Context: an optimization exercise on an open-source flow, tuned for small area, a short achievable clock period and few clock cycles per item. The choices shown serve that exercise and are no tape-out recipe.
The RTL was checked by simulation tests, not by an equivalence proof against the original design.
Power is estimated from default activity; no workload was simulated.

==> flow/design.v (excerpt) <==
module f16_core (
    input  wire        clk,
    input  wire        rst,         
    input  wire        step,        
    output wire        ready,       
    output wire        mem_req,
    output wire        mem_we,
    output wire [15:0] mem_addr,
    output wire [7:0]  mem_wdata,
    input  wire        mem_gnt,
    input  wire [7:0]  mem_rdata,
    input  wire [3:0]  dbg_sel,
    output wire [15:0] dbg_data
);
Size: ~2100 cells after synthesis, about 250 flip-flops, roughly 59 I/O pins.
==> flow/config.mk <==
export PLATFORM = sky130hd
export DESIGN_NAME = f16_core
export DESIGN_NICKNAME = f16_core
export VERILOG_FILES = /design/flow/design.v
export SDC_FILE = /design/flow/constraint.sdc
export NUM_CORES = 4
export LEC_CHECK = 0
export ABC_CLOCK_PERIOD_IN_PS = 5000
export CAP_MARGIN = 20
export CORE_MARGIN = 2
export CORE_UTILIZATION = 40
export SETUP_SLACK_MARGIN = 3.0
export SLEW_MARGIN = 20
==> flow/constraint.sdc <==
create_clock -name core_clock -period 8.0 [get_ports {clk}]
set_input_delay 1.6000 -clock core_clock [delete_from_list [all_inputs] [get_ports {clk}]]
set_output_delay 1.6000 -clock core_clock [all_outputs]
set_load 0.01 [all_outputs]
run.sh (not shown) runs the stock make flow with config.mk's settings and CLKGATE_MAP_FILE= SYNTH_SCRIPT=/design/flow/synth_recipe.tcl, a recipe that flattens the netlist after the stock synthesis.
Testbench counts at the start, summed over its fixed seeds: cycles 112,384, instrs 24,000.
Next try:
--- a/flow/design.v
+++ b/flow/design.v
@@ -43,18 +43,19 @@
     reg  [191:0] xr;                    
     reg  [15:0]  sfs;
     reg  [3:0]   state;
     reg  [3:0]   op;
     reg  [15:0]  t;                     
     reg  [15:0]  ma;                    
     reg  [3:0]   c;                     
     reg          ne;                    
     reg          pend;                  
+    reg          ret_f;                 
     wire [15:0]  ip  = xr[16*0 +: 16];
     wire [15:0]  acc = xr[16*1 +: 16];
     wire [15:0]  r1  = xr[16*2 +: 16];
     wire [15:0]  sp  = xr[16*10 +: 16];
     wire [15:0]  fp  = xr[16*11 +: 16];
     wire [7:0]   b = mem_rdata;
     wire st_idle  = (state == S_IDLE);
     wire st_fetch = (state == S_FETCH);
     wire st_lhi   = (state == S_LHI);
@@ -118,20 +119,20 @@
             p = x ^ y;
             for (d = 1; d < 16; d = d * 2)
                 for (i = 15; i >= d; i = i - 1) begin
                     g[i] = g[i] | (p[i] & g[i - d]);
                     p[i] = p[i] & p[i - d];
                 end
             add16 = (x ^ y) ^ {g[14:0], 1'b0};
         end
     endfunction
-    wire [15:0] sum     = add16(t, rp);
-    wire [15:0] acc_now = pend ? t : acc;
+    wire [15:0] sum     = add16(t, ret_f ? fp : ma);
+    wire [15:0] acc_now = pend ? sum : acc;
     reg [15:0] dbg;
     always @(*) begin
         case (dbg_sel)
             4'd0:  dbg = xr[16*0 +: 16];
             4'd1:  dbg = acc_now;
             4'd2:  dbg = xr[16*2 +: 16];
             4'd3:  dbg = xr[16*3 +: 16];
             4'd4:  dbg = xr[16*4 +: 16];
             4'd5:  dbg = xr[16*5 +: 16];
@@ -141,33 +142,25 @@
             4'd9:  dbg = xr[16*9 +: 16];
             4'd10: dbg = xr[16*10 +: 16];
             4'd11: dbg = xr[16*11 +: 16];
             4'd12: dbg = sfs;
             default: dbg = 16'h0000;
         endcase
     end
     assign dbg_data = dbg;
     wire        live = st_regs | st_add;
-    wire [3:0]  cl   = {c[1:0] == 2'd3, c[1:0] == 2'd2, c[1:0] == 2'd1, c[1:0] == 2'd0};
-    wire [2:0]  ch   = {c[3:2] == 2'd2, c[3:2] == 2'd1, c[3:2] == 2'd0};
-    wire [3:0]  rsl  = live ? bl : st_rhi ? 4'b1000 : cl;
-    wire [2:0]  rsh  = live ? bq : st_rhi ? 3'b100  : ch;
-    reg  [15:0] rg;
+    wire [11:0] roh  = live ? boh : st_rhi ? 12'h800 : coh;
     reg  [15:0] rp;
-    integer j, k;
+    integer k;
     always @(*) begin
         rp = 16'h0000;
-        for (j = 0; j < 3; j = j + 1) begin
-            rg = 16'h0000;
-            for (k = 0; k < 4; k = k + 1)
-                rg = rg | (xr[16*(4*j+k) +: 16] & {16{rsl[k]}});
-            rp = rp | (rg & {16{rsh[j]}});
-        end
+        for (k = 0; k < 12; k = k + 1)
+            rp = rp | (xr[16*k +: 16] & {16{roh[k]}});
     end
     reg [2:0] len;
     always @(*) begin
         case (b)
             8'h10, 8'h12, 8'h13:        len = 3'd4;
             8'h11, 8'h14, 8'h17, 8'h5E: len = 3'd3;
             8'h15:                      len = 3'd5;
             8'h18, 8'h1A, 8'h5F:        len = 3'd2;
             default:                    len = 3'd1;
@@ -219,19 +212,19 @@
     wire ret_last  = g & ret_n;
     wire jmp_take  = g & st_jlo & ne;
     wire regd      = g & st_regd;
     wire [11:0] wen = (regd ? boh : 12'd0) | (load_w ? coh : 12'd0);
     wire        w_word = st_rlo | st_jlo | st_alo;
     wire [15:0] gen   = {t[15:8], w_word ? bm : t[7:0]};
     wire        nrst   = ~rst;
     wire [15:0] gen_d  = gen & {16{nrst}};
     wire        acc_en = rst | wen[1] | pend;
-    wire [15:0] acc_d  = gen & {16{nrst}};
+    wire [15:0] acc_d  = (pend ? sum : gen) & {16{nrst}};
     wire        ip_en  = rst | wen[0] | jmp_take | cal_done | dec;
     wire [15:0] ip_d   = ((wen[0] | jmp_take) ? gen : cal_done ? fp : ip_len) & {16{nrst}};
     wire        sp_en  = rst | wen[10] | push_done | pop_hi | ret_last;
     wire [15:0] sp_d   = rst ? 16'hFFFE : wen[10] ? gen : pop_hi ? ma : sp_add;
     wire        fp_en  = rst | wen[11] | cal_tgt | ret_fp | cal_done;
     wire [15:0] fp_d   = rst ? 16'hFFFE : (wen[11] | cal_tgt) ? gen :
                          cal_done ? sp_add : sum;
     wire        sfs_en = rst | push_done & ~cal_done | pop_hi | ret_last;
     wire [15:0] sfs_d  = sfs_pm & {16{nrst}};
@@ -273,41 +266,42 @@
         end
     end
     wire [7:0] acc_byte = st_lhi ? acc[15:8] : acc[7:0];
     wire       byte_ne  = (st_lhi ? b : bm) != acc_byte;
     always @(posedge clk)
         pend <= g & st_add & ~rst;
     always @(posedge clk) begin
         if (dec) begin
             op <= dec_op;
+            ret_f <= dec_ret;
             ma <= ma_add;
             c  <= dec_ret ? 4'd11 : 4'd3;
         end
         if (g) begin
             if (st_lhi | st_jhi | st_ahi | st_rhi)
                 t[15:8] <= b;
             if (st_llo | st_alo | st_rlo)
                 t[7:0] <= bm;
-            if (st_regs | st_wlo | st_alo & (op == O_MRM))
+            if (st_regs | st_add | st_wlo | st_alo & (op == O_MRM))
                 t <= rp;
-            if (st_add)
-                t <= sum;
             if (st_lhi)
                 ne <= byte_ne;
             if (st_llo)
                 ne <= ne | byte_ne;
             if (st_lhi | st_llo | st_jhi | st_regs | st_ahi | st_alo |
                 st_whi | st_rhi | st_rlo)
                 ma <= ma_add;
             if ((st_llo | st_regs) & is_push)
                 ma <= sp;
             if (st_alo & (op == O_MRM))
                 ma <= word;
+            if (st_add)
+                ma <= gen;              
             if (st_rdd)
                 ma <= (op == O_POP) ? sp_add : t;
             if (st_wlo)
                 ma <= sp_add;
             if (st_regs & (op == O_MRM) | st_rdd)
                 c <= bidx;
             if (st_wlo | st_rlo)
                 c <= c_next;
         end
Outcome: The new run produced a clean layout. First-iteration DRC count went down by a few percent. Global-route usage went up by 0.85 points. Flip-flop and latch count went up by 1. Non-clock buffer count went down by 13. Final cell count is about the same. Cell area went down slightly. Via count went down slightly. Setup slack got worse by 550 ps. Power went down by a few percent. Sequential power went up by a few percent. Clock power went up by a few percent.
Testbench counts after the change, summed over its fixed seeds: cycles 112,384, instrs 24,000.

-- what the ideal ports hide --
Ports are ideal in the flow. The routed layouts listed here were re-timed in OpenROAD. Step 1, drivers: a clkbuf_16 drives clk and a buf_2 each remaining input, both assumed. Step 2 also shifts input and output timing later by t, the mid clock arrival at the registers, as if the neighbouring blocks saw the same clock. Slacks: no drivers / after step 1 / after step 2; pairs: no drivers / after step 1.
| run | t (ns) | setup WS [ns] | clock arrival spread, ns | worst data-port slew with drivers (ns) | pins driven straight from the clock port |
|---|---|---|---|---|---|
| the first run | 0.645 | 2.925 / 2.898 / 2.347 | 0.017 / 0.017 | 0.06 | 1 |
| the second run | 0.659 | 2.374 / 2.317 / 2.416 | 0.075 / 0.075 | 0.03 | 1 |
After both steps setup and hold are still met in every run listed. The setup slack of the first run, which loses most, moves by -0.027 ns with the drivers and by -0.578 ns with both steps.
